From an optimization exercise on the open Yosys and OpenROAD flow, aimed at a short achievable clock period and few clock cycles; shortcuts taken in it are not production practice.
Function was checked by simulation only, so behaviour that the tests miss may differ from the original.
Power figures rest on the tool's default switching activity, not on a simulated workload.

--- flow/constraint.sdc ---
create_clock -name core_clock -period 13.0 [get_ports {clk}]
set_input_delay 2.6000 -clock core_clock [delete_from_list [all_inputs] [get_ports {clk}]]
set_output_delay 2.6000 -clock core_clock [all_outputs]
set_load 0.01 [all_outputs]
--- flow/design.v ---
module icb (
    input  wire        clk,
    input  wire        rst,
    input  wire        req_valid,
    output wire        req_ready,
    input  wire        req_we,
    input  wire [7:0]  req_addr,
    input  wire [63:0] req_wdata,
    output reg         rsp_valid,
    output reg  [63:0] rsp_rdata
);
    localparam [63:0] ID_VALUE = 64'h4943_4231_0000_0007;
    localparam [3:0] F_ILLEGAL = 4'd1;
    localparam [3:0] F_PRECOND = 4'd2;
    localparam [3:0] F_RANGE   = 4'd3;
    reg [63:0] xr [0:15];
    reg        st_err;
    reg [3:0]  st_code;
    reg [31:0] errcmd;
    reg        busy;
    reg [31:0] cmd_q;
    reg        cmd_hi_q;         
    assign req_ready = !busy;
    wire acc      = req_valid && req_ready;
    wire host_wr  = acc && req_we;
    wire host_rd  = acc && !req_we;
    wire [5:0] op  = cmd_q[31:26];
    wire [3:0] rd  = cmd_q[25:22];
    wire [3:0] rs1 = cmd_q[21:18];
    wire [3:0] rs2 = cmd_q[17:14];
    wire [6:0] fw  = cmd_q[13:7];
    wire [6:0] fl  = cmd_q[6:0];
    wire is_fitsu  = (cmd_q & 32'hFC03_C07F) == 32'h0400_0000;
    wire is_fitss  = (cmd_q & 32'hFC03_C07F) == 32'h0800_0000;
    wire is_extu   = (cmd_q & 32'hFC03_C000) == 32'h0C00_0000;
    wire is_exts   = (cmd_q & 32'hFC03_C000) == 32'h1000_0000;
    wire is_insu   = (cmd_q & 32'hFC00_0000) == 32'h1400_0000;
    wire is_inss   = (cmd_q & 32'hFC00_0000) == 32'h1800_0000;
    wire is_pack   = (cmd_q & 32'hFC1F_FFFF) == 32'h8000_0000;
    wire is_unpack = (cmd_q & 32'hFDC3_FFFF) == 32'h8400_0000;
    wire is_bitfield = is_fitsu | is_fitss | is_extu | is_exts | is_insu | is_inss;
    wire legal       = !cmd_hi_q && (is_bitfield | is_pack | is_unpack);
    wire [3:0]  ra_idx = busy ? rs1 : req_addr[3:0];
    wire [63:0] opa    = xr[ra_idx];
    wire [63:0] opb    = xr[rs2];
    wire [7:0] span_end = {1'b0, fw} + {1'b0, fl};
    wire       span_ok  = (fw != 7'd0) && (fw <= 7'd64) && (span_end <= 8'd64);
    wire [63:0] wmask = (fw >= 7'd64) ? {64{1'b1}} : ((64'd1 << fw) - 64'd1);
    wire [63:0] fmask = wmask << fl;
    function fits_u;
        input [63:0] v;
        input [6:0]  w;
        begin
            fits_u = (w >= 7'd64) ? 1'b1 : ((v >> w) == 64'd0);
        end
    endfunction
    function fits_s;
        input [63:0] v;
        input [6:0]  w;
        reg   [63:0] t;
        begin
            t = $signed(v) >>> (w - 7'd1);
            fits_s = (w >= 7'd64) ? 1'b1 : ((t == 64'd0) || (t == {64{1'b1}}));
        end
    endfunction
    wire [63:0] fit_v = (is_fitsu | is_fitss) ? opa : opb;
    wire        fit_u = fits_u(fit_v, fw);
    wire        fit_s = fits_s(fit_v, fw);
    wire [63:0] ext_u    = (opa >> fl) & wmask;
    wire        ext_sign = ext_u[fw - 7'd1];
    wire [63:0] ext_s    = ext_sign ? (ext_u | ~wmask) : ext_u;
    wire [63:0] ins_res = (opa & ~fmask) | ((opb << fl) & fmask);
    wire [3:0] pk_base = {rs1[3], 3'b000};
    wire [63:0] pk_a  = xr[pk_base + 4'd0];
    wire [63:0] pk_b  = xr[pk_base + 4'd1];
    wire [63:0] pk_c  = xr[pk_base + 4'd2];
    wire [63:0] pk_d  = xr[pk_base + 4'd3];
    wire [63:0] pk_pb = xr[pk_base + 4'd4];
    wire [63:0] pk_pr = xr[pk_base + 4'd5];
    wire pk_ok = fits_u(pk_a, 7'd9) && fits_s(pk_b, 7'd5) && fits_s(pk_c, 7'd5) &&
                 fits_s(pk_d, 7'd5) && fits_u(pk_pb, 7'd4) && fits_u(pk_pr, 7'd4);
    wire [63:0] pk_word = {32'd0, pk_a[8:0], pk_b[4:0], pk_c[4:0], pk_d[4:0],
                           pk_pb[3:0], pk_pr[3:0]};
    wire [31:0] up_w = opa[31:0];
    wire [63:0] up_f [0:5];
    assign up_f[0] = {55'd0, up_w[31:23]};
    assign up_f[1] = {{59{up_w[22]}}, up_w[22:18]};
    assign up_f[2] = {{59{up_w[17]}}, up_w[17:13]};
    assign up_f[3] = {{59{up_w[12]}}, up_w[12:8]};
    assign up_f[4] = {60'd0, up_w[7:4]};
    assign up_f[5] = {60'd0, up_w[3:0]};
    reg [63:0] result;
    reg [3:0]  fault;
    always @(*) begin
        result = 64'd0;
        fault  = 4'd0;
        if (!legal) begin
            fault = F_ILLEGAL;
        end else if (is_bitfield && !span_ok) begin
            fault = F_PRECOND;
        end else if (is_fitsu) begin
            result = {63'd0, fit_u};
        end else if (is_fitss) begin
            result = {63'd0, fit_s};
        end else if (is_extu) begin
            result = ext_u;
        end else if (is_exts) begin
            result = ext_s;
        end else if (is_insu) begin
            if (!fit_u) fault = F_RANGE;
            result = ins_res;
        end else if (is_inss) begin
            if (!fit_s) fault = F_RANGE;
            result = ins_res;
        end else if (is_pack) begin
            if (!pk_ok) fault = F_RANGE;
            result = pk_word;
        end
    end
    wire exec     = busy && !st_err;
    wire exec_ok  = exec && (fault == 4'd0);
    wire exec_flt = exec && (fault != 4'd0);
    integer i;
    always @(posedge clk) begin
        if (rst) begin
            for (i = 0; i < 16; i = i + 1)
                xr[i] <= 64'd0;
        end else begin
            for (i = 0; i < 16; i = i + 1) begin
                if (host_wr && req_addr == i[7:0]) begin
                    xr[i] <= req_wdata;
                end else if (exec_ok) begin
                    if (is_unpack) begin
                        if (i[3] == rd[3] && i[2:0] < 3'd6)
                            xr[i] <= up_f[i[2:0]];
                    end else if (rd == i[3:0]) begin
                        xr[i] <= result;
                    end
                end
            end
        end
    end
    always @(posedge clk) begin
        if (rst) begin
            busy     <= 1'b0;
            cmd_q    <= 32'd0;
            cmd_hi_q <= 1'b0;
            st_err   <= 1'b0;
            st_code  <= 4'd0;
            errcmd   <= 32'd0;
        end else begin
            busy <= 1'b0;
            if (host_wr && req_addr == 8'h10) begin
                busy     <= 1'b1;
                cmd_q    <= req_wdata[31:0];
                cmd_hi_q <= |req_wdata[63:32];
            end
            if (host_wr && req_addr == 8'h11 && req_wdata[0]) begin
                st_err  <= 1'b0;
                st_code <= 4'd0;
                errcmd  <= 32'd0;
            end
            if (exec_flt) begin
                st_err  <= 1'b1;
                st_code <= fault;
                errcmd  <= cmd_q;
            end
        end
    end
    reg [63:0] rd_val;
    always @(*) begin
        if (req_addr < 8'h10)
            rd_val = opa;
        else if (req_addr == 8'h11)
            rd_val = {56'd0, st_code, 3'd0, st_err};
        else if (req_addr == 8'h12)
            rd_val = {32'd0, errcmd};
        else if (req_addr == 8'h13)
            rd_val = ID_VALUE;
        else
            rd_val = 64'd0;
    end
    always @(posedge clk) begin
        if (rst) begin
            rsp_valid <= 1'b0;
            rsp_rdata <= 64'd0;
        end else begin
            rsp_valid <= host_rd;
            if (host_rd)
                rsp_rdata <= rd_val;
        end
    end
endmodule
--- flow/config.mk ---
export PLATFORM = sky130hd
export DESIGN_NAME = icb
export DESIGN_NICKNAME = icb
export VERILOG_FILES = /design/flow/design.v
export SDC_FILE = /design/flow/constraint.sdc
export NUM_CORES = 8
export LEC_CHECK = 0
export CAP_MARGIN = 35
export CORE_MARGIN = 2
export CORE_UTILIZATION = 22
export PLACE_DENSITY = 0.45
export SLEW_MARGIN = 35
--- flow/run.sh ---
#!/bin/bash
# synth_recipe.tcl (not shown) runs the flow's synth.tcl, then flattens the netlist and writes it again
# the make line also repeats each setting of config.mk as NAME=value (left out here)
make -C /OpenROAD-flow-scripts/flow DESIGN_CONFIG=/design/flow/config.mk WORK_HOME=/design/flow/orfs CLKGATE_MAP_FILE= SYNTH_SCRIPT=/design/flow/synth_recipe.tcl finish
==> results.json <==
{
  "drc_errors": 0,
  "max_freq_mhz": 84.1,
  "synthCells": 14200,
  "final_common_cell": "nand2_1",
  "clk_pin_slew_ns": 0.06,
  "relSlewSlack_pct": 19.4,
  "track_usage_pct": 54.0,
  "p_int_w": 0.00661,
  "layout-drive-gt1-share_pct": 19.9,
  "fillers": 50800,
  "ys_ff_latch": 1158,
  "worst_pin_slew_ns": 1.20,
  "nNetsFinal": 14700,
  "powerDensity_nw_per_um2": 73.2,
  "totalWireLength_um": 1340000,
  "synth_area_leaders": "dfxtp_1 23%, mux2i_1 7.3%, nand2_1 6.4%",
  "finalNonFillerCells": 21300,
  "syn-num-nets": 14200,
  "maxCapViolations": 0,
  "die_h_um": 687,
  "cts_sinks": 1158,
  "grt-busiest-layer": "met2",
  "min_path_type": "reg -> reg",
  "via_count": 161000,
  "dp_cells": 20600,
  "p_sw_w": 0.00299,
  "hold_violations": 0,
  "rsz0062_at_grt": "no",
  "die_w_um": 687,
  "final_util_pct": 28.2,
  "io_buffers": 141,
  "htree_levels": 4,
  "vdd_ir_drop_max_mv": 0.108,
  "place_ws_ns": 0.884,
  "synth_xor_area_share_pct": 0.205,
  "synthArstFlopShare_pct": 0,
  "fin_setup_tns_ns": 0,
  "clock_skew_ns": 0.165,
  "grt_util_met2_pct": 72.5,
  "swShare_pct": 31.2,
  "dr.pass1.iters": 13,
  "worst_slack_ns": 1.11,
  "period_needed_ns": 11.89,
  "grt_max_degree": 158,
  "place.gp.congestion": 1.17,
  "postCtsHoldBufs": 0,
  "cts_tree": "yes",
  "crit_path_end_kind": "register",
  "outcome": "complete, no violations",
  "final_cell_mix": "1,726 x nand2_1, 1,436 x buf_4, 1,136 x dfxtp_1, 1,004 x a21oi_1, 992 x nor2_1",
  "netlist_area_um2": 103000,
  "grt_overflow": 0,
  "start_kind": "primary input",
  "period_share_pct": 91.5,
  "p_clk_share_pct": 53.5,
  "synth-edff-count": 0,
  "drtAntennaViolNets": 0,
  "avgSynthCellArea_um2": 7.26,
  "post_cts_buffers": 0,
  "cts_resized": 0,
  "yosysSeqAreaShare_pct": 22.6,
  "insertion_delay_ns": 1.03,
  "critPathRequiredTime_ns": 13.72,
  "synthDistinctLibCells": 124,
  "grtUsageMet3_pct": 28.1,
  "synth_fa_ha_area_share_pct": 0.178,
  "power_frac_comb_pct": 9.4,
  "synth_top_area_share_pct": 22.6,
  "crit_fanout": 33,
  "finalMaxSlewViolations": 0,
  "post_drt_wl_per_cell_um": 63.0,
  "antenna_found_initial": 299,
  "grt_use_met1_pct": 59.1,
  "coreArea_um2": 464000,
  "die_area_um2": 472000,
  "critPathKind": "in -> reg",
  "ys_warn_count": 2,
  "area_growth_pct": 27.6,
  "yosysTopAreaCell": "dfxtp_1",
  "drt-initial-drc-count": 32100,
  "synth_top_family_by_area": "compound AO/OA/AOI/OAI gates",
  "grt_pass1_vias": 138000,
  "grt_pass1_wl_um": 1660000,
  "start_util_pct": 22.1,
  "fp-row-count": 250,
  "cts_made_buffers": 164,
  "cellLeakagePower_nw": 42.6,
  "worstPathArrival_ns": 12.62,
  "synth_compound_area_share_pct": 35.8,
  "synth_flop_cell": "dfxtp_1",
  "cts-root-buf": "clkbuf_16",
  "io_pins": 142,
  "synth_simple_gate_area_share_pct": 23.6,
  "pwr-share-seq_pct": 37.1,
  "hpwl_um": 1020000,
  "vias_per_cell": 7.57,
  "clk_path_buf_depth": 4,
  "setup_viol": 0,
  "hold_slack_ns": 0.455,
  "synthMuxAreaShare_pct": 10.9
}
## power groups by stage
stage | logic, W | registers (W) | clock network, W
2_1_floorplan | 0.000260 | 0.00363 | 0
3_5_place_dp | 0.000806 | 0.00363 | 0
4_1_cts | 0.000807 | 0.00356 | 0.00508
5_1_grt | 0.000833 | 0.00355 | 0.00521
3_3_place_gp | 0.000806 | 0.00363 | 0
6_report | 0.000904 | 0.00356 | 0.00514
## flip-flops by register name, indices dropped and copies added, names as in the netlist
name       cells
cmd_hi_q       1
xr          1024
st_err         1
rsp_valid      1
rsp_rdata     64
errcmd        32
cmd_q         32
busy           1
st_code        2
## path summary, 6_finish.rpt
| check | start | end | slack [ns] | depth (start not counted) |
|---|---|---|---|---|
| worst max-delay path | req_addr[3] | xr[1][15]$_SDFFE_PP0P_ | 1.11 | 28 |
| worst min register to register | xr[12][28]$_SDFFE_PP0P_ | xr[12][28]$_SDFFE_PP0P_ | 0.46 | 2 |
| worst max register to register | busy$_SDFF_PP0_ | xr[1][15]$_SDFFE_PP0P_ | 1.77 | 28 |
| worst min-delay path | xr[12][28]$_SDFFE_PP0P_ | xr[12][28]$_SDFFE_PP0P_ | 0.46 | 2 |
## critical path, cell delays in order
cell and delay, ns:
buf_2 0.30, buf_4 0.47, nand2b_1 0.66, o21ai_4 1.04, buf_4 0.42, a222oi_1 0.14
o211a_1 0.59, a211oi_2 0.30, buf_4 0.28, nor2_1 0.18, a221oi_1 0.46, o211ai_1 0.35
a2111oi_2 0.78, o31ai_1 0.18, or4_1 0.52, nor4_1 0.36, buf_4 0.18, nor4bb_1 0.43
buf_4 0.38, nand3_1 0.25, buf_4 0.28, nand3_2 0.12, buf_12 0.16, nand4_1 0.26
buf_12 0.27, buf_4 0.23, nand3_1 0.08, a31oi_1 0.09
## cell type report
class,count,area (µm²),area share (%)
Antenna cell,337,843,0.643
Multi-Input combinational cell,11400,75800,57.8
Inverter,66,272,0.207
Tap cell,6174,7720,5.89
Sequential cell,1158,23200,17.7
Timing Repair Buffer,1856,17500,13.4
Clock buffer,228,4670,3.57
Clock inverter,73,1020,0.782
## metrics by stage
| stage | power (W) | cell area, µm² |
|---|---|---|
| detailed placement | 0.00444 | 124000 |
| finish | 0.00960 | 131000 |
| CTS | 0.00944 | 130000 |
| global placement | 0.00444 | 123000 |
| global route | 0.00960 | 130000 |
| floorplan | 0.00389 | 103000 |
## cells by family after synthesis
group	after synthesis
flops	1158
xor+xnor	24
simple gates	4999
mux	976
fa+ha+maj	14
buf+inv	1633
compound gates	5353
## layer usage
layer  up-vias  part of all wire (%)
met4        96                    13
li1      56100                     -
met5         -                  0.20
met2     17700                    38
met3      6495                    14
met1     80500                    35
## cell usage after synthesis (58+ instances only)
library cell  count
a2111oi_0        84
a211oi_1        467
a21o_1           98
a21oi_1        1048
a221oi_1        158
a222oi_1         81
a22o_1          126
a22oi_1         731
a31oi_1         461
and2_1          112
and3_1          269
buf_1           110
buf_2           169
clkbuf_1       1190
dfxtp_1        1158
inv_1            58
mux2_2          126
mux2i_1         748
mux4_2          101
nand2_1        1739
nand2b_1         97
nand3_1         417
nand3b_1         71
nand4_1         205
nor2_1         1085
nor3_1          302
nor4_1          250
o211ai_1        105
o21ai_0         826
o221ai_1         84
o22ai_1         237
o31ai_1          62
or4_1            59
Testbench counts, summed over its fixed seeds: cycles 39,648.

-- static timing again, ports no longer ideal --
The results above use ideal ports. As a check the final layout listed here was re-extracted and re-timed, cells and wires unchanged. Step 1: set_driving_cell puts a clkbuf_16 on clk and a buf_2 on each other input, an assumption about the parent block. Step 2 adds t to the input delays and takes it off the output delays; t is the mean of the earliest and latest rising clock arrival at the registers after step 1. Input paths then give back, and output paths get back, about the clock's delay inside the block. a / b / c = ideal ports / drivers / drivers and shift; a / b = the first two.
shift t [ns]: 1.089
slack for setup (ns): 1.105 / 1.199 / 0.111
worst setup path after step 2: input to register
cell pins on the clock port's net: 1
After both steps setup and hold are still met in this run. For this run, drivers alone change the setup slack by +0.094 ns; drivers and shift together by -0.994 ns.
